This is an optimization exercise on Yosys and OpenROAD, whose aim is small area, a short achievable clock period and few clock cycles, not a production implementation.
Function was checked by simulation only, so behaviour that the tests miss may differ from the original.
Power figures rest on the tool's default switching activity, not on a simulated workload.

==> inputs of run Y <==
## sam_pe
module sam_pe (
    input             clk,
    input             rst,
    input             bus_valid,
    input             bus_write,
    input      [1:0]  bus_space,    
    input      [16:0] bus_addr,
    input      [31:0] bus_wdata,
    output            bus_ready,
    output reg        bus_rvalid,
    output reg [31:0] bus_rdata
);
    localparam S_IDLE  = 4'd0;
    localparam S_CWALK = 4'd1;    
    localparam S_CLAST = 4'd2;    
    localparam S_ZWALK = 4'd3;    
    localparam S_ZFILL = 4'd4;    
    localparam S_CWA   = 4'd5;    
    localparam S_CWB   = 4'd6;    
    localparam S_PWAIT = 4'd7;    
    localparam S_DEC   = 4'd8;    
    localparam S_ENC   = 4'd9;    
    localparam S_CKU   = 4'd10;   
    localparam S_NAV   = 4'd11;   
    localparam E_OK        = 4'd0;
    localparam E_MALFORMED = 4'd1;
    localparam E_TRUNC     = 4'd2;
    localparam E_CKSUM     = 4'd3;
    localparam E_OVERSIZE  = 4'd4;
    localparam E_SHORT     = 4'd5;
    localparam E_WIDTH     = 4'd6;
    localparam E_NOFRAME   = 4'd7;
    localparam E_BADCMD    = 4'd8;
    reg [3:0]  st;
    reg        rdy;
    reg [3:0]  err;
    reg        rxok, match, navp;
    reg [16:0] maxlen;
    reg [16:0] txlen;
    reg [16:0] rxlen;
    reg [7:0]  txcls, txid;
    reg [15:0] txlenf;
    reg [7:0]  rxcls, rxid;
    reg [15:0] rxlenf;
    reg [31:0] fval;
    reg [4:0]  fmeta;
    reg [7:0]  cka, ckb;
    reg        ack_ack, ack_nak;
    reg [7:0]  ack_cls, ack_id;
    reg [15:0] nav_year;
    reg [7:0]  nav_month, nav_day, nav_hour, nav_minute, nav_second;
    reg [3:0]  nav_valid;
    reg [2:0]  nav_fixtype;
    reg [15:0] nav_fixflags;
  ...
export LEC_CHECK = 0
export CAP_MARGIN = 20
export CORE_MARGIN = 2
export CORE_UTILIZATION = 50
export PLACE_DENSITY = 0.65
export SETUP_SLACK_MARGIN = 5
export SLEW_MARGIN = 20
create_clock -name core_clock -period 10.0 [get_ports {clk}]
run.sh (not shown) runs the stock make flow with config.mk's settings and CLKGATE_MAP_FILE= SYNTH_SCRIPT=/design/flow/synth_recipe.tcl, a recipe that flattens the netlist after the stock synthesis.
==> inputs of run X, as changes to run Y <==
==> flow/flow/run.sh (new file) <==
#!/bin/bash
# Standard ORFS layout, with timing repair aimed at a setup margin of 6.5 ns
# (the clock and the constraints are the standard flow's own, unchanged).
set -o pipefail
bash standard.sh SETUP_SLACK_MARGIN=6.5 finish > make_finish.log 2>&1
rc=$?
tail -n 30 make_finish.log
exit $rc
==> flow/standard.sh (new file) <==
#!/bin/bash
# synth_recipe.tcl (not shown) runs the flow's synth.tcl, then flattens the netlist and writes it again
# the make line also repeats each setting of config.mk as NAME=value (left out here)
make -C /OpenROAD-flow-scripts/flow DESIGN_CONFIG=/design/flow/config.mk WORK_HOME=/design/flow/orfs CLKGATE_MAP_FILE= SYNTH_SCRIPT=/design/flow/synth_recipe.tcl "${@:-finish}"
--- a/flow/config.mk
+++ b/flow/config.mk
@@ -11,3 +11,2 @@
 export PLACE_DENSITY = 0.65
-export SETUP_SLACK_MARGIN = 5
 export SLEW_MARGIN = 20
removed: flow/run.sh
==> summary.txt <==
Result of the run: run X no timing/DRC/antenna violations; run Y no timing/DRC/antenna violations
Hpwl dp: run X 297300 um; run Y 300200 um
Slowest cell on the critical path: run X fa_2; run Y o211ai_1
Required time of the worst setup path: run X 10890 ps; run Y 10780 ps
Routability-driven placement congestion ratio: run X 1.025; run Y 1.022
Net count, final: run X 9024; run Y 8346
Post-Route Utilization: run X 62.79%; run Y 56.67%
Relative area change from synthesis to final layout: run X 24.65%; run Y 12.50%
Post-route standard cell area excluding fillers: run X 156400 um2; run Y 141200 um2
Internal Pwr Total: run X 0.02117 W; run Y 0.02067 W
Endpoint of the most critical register-to-register path: run X st[2]; run Y sq[6]
Clock-cell share: run X 6.507%; run Y 7.085%
Worst Hold End: run X nav_veln[11]; run Y nav_veld[22]
Testbench counts of run Y, summed over its fixed seeds: cycles 32,373.
Testbench counts of run X, summed over its fixed seeds: cycles 32,373.

==> re-timing with driven ports <==
The flow's constraints put no driver on any port. The routed layouts listed below were extracted and timed again, unchanged, in two steps.
Step 1 assumes that a clkbuf_16 drives the clock port and a buf_2 every other input.
Step 2 moves the port delays by t, midway between the first and last clock arrival at a register: inputs arrive t later, outputs are due t later. That takes back most of the time a late clock gives input paths.
Three values: no drivers, after step 1, after step 2; two values: the first two.
run | shift t [ns] | slack for setup (ns) | clock arrival spread, ns
run Y | 1.024 | 4.786 / 4.820 / 3.797 | 0.121 / 0.121
run X | 1.050 | 5.418 / 5.223 / 4.173 | 0.109 / 0.109
After both steps setup and hold are still met in every run listed. The setup slack of run X, which loses most, moves by -0.195 ns with the drivers and by -1.245 ns with both steps.
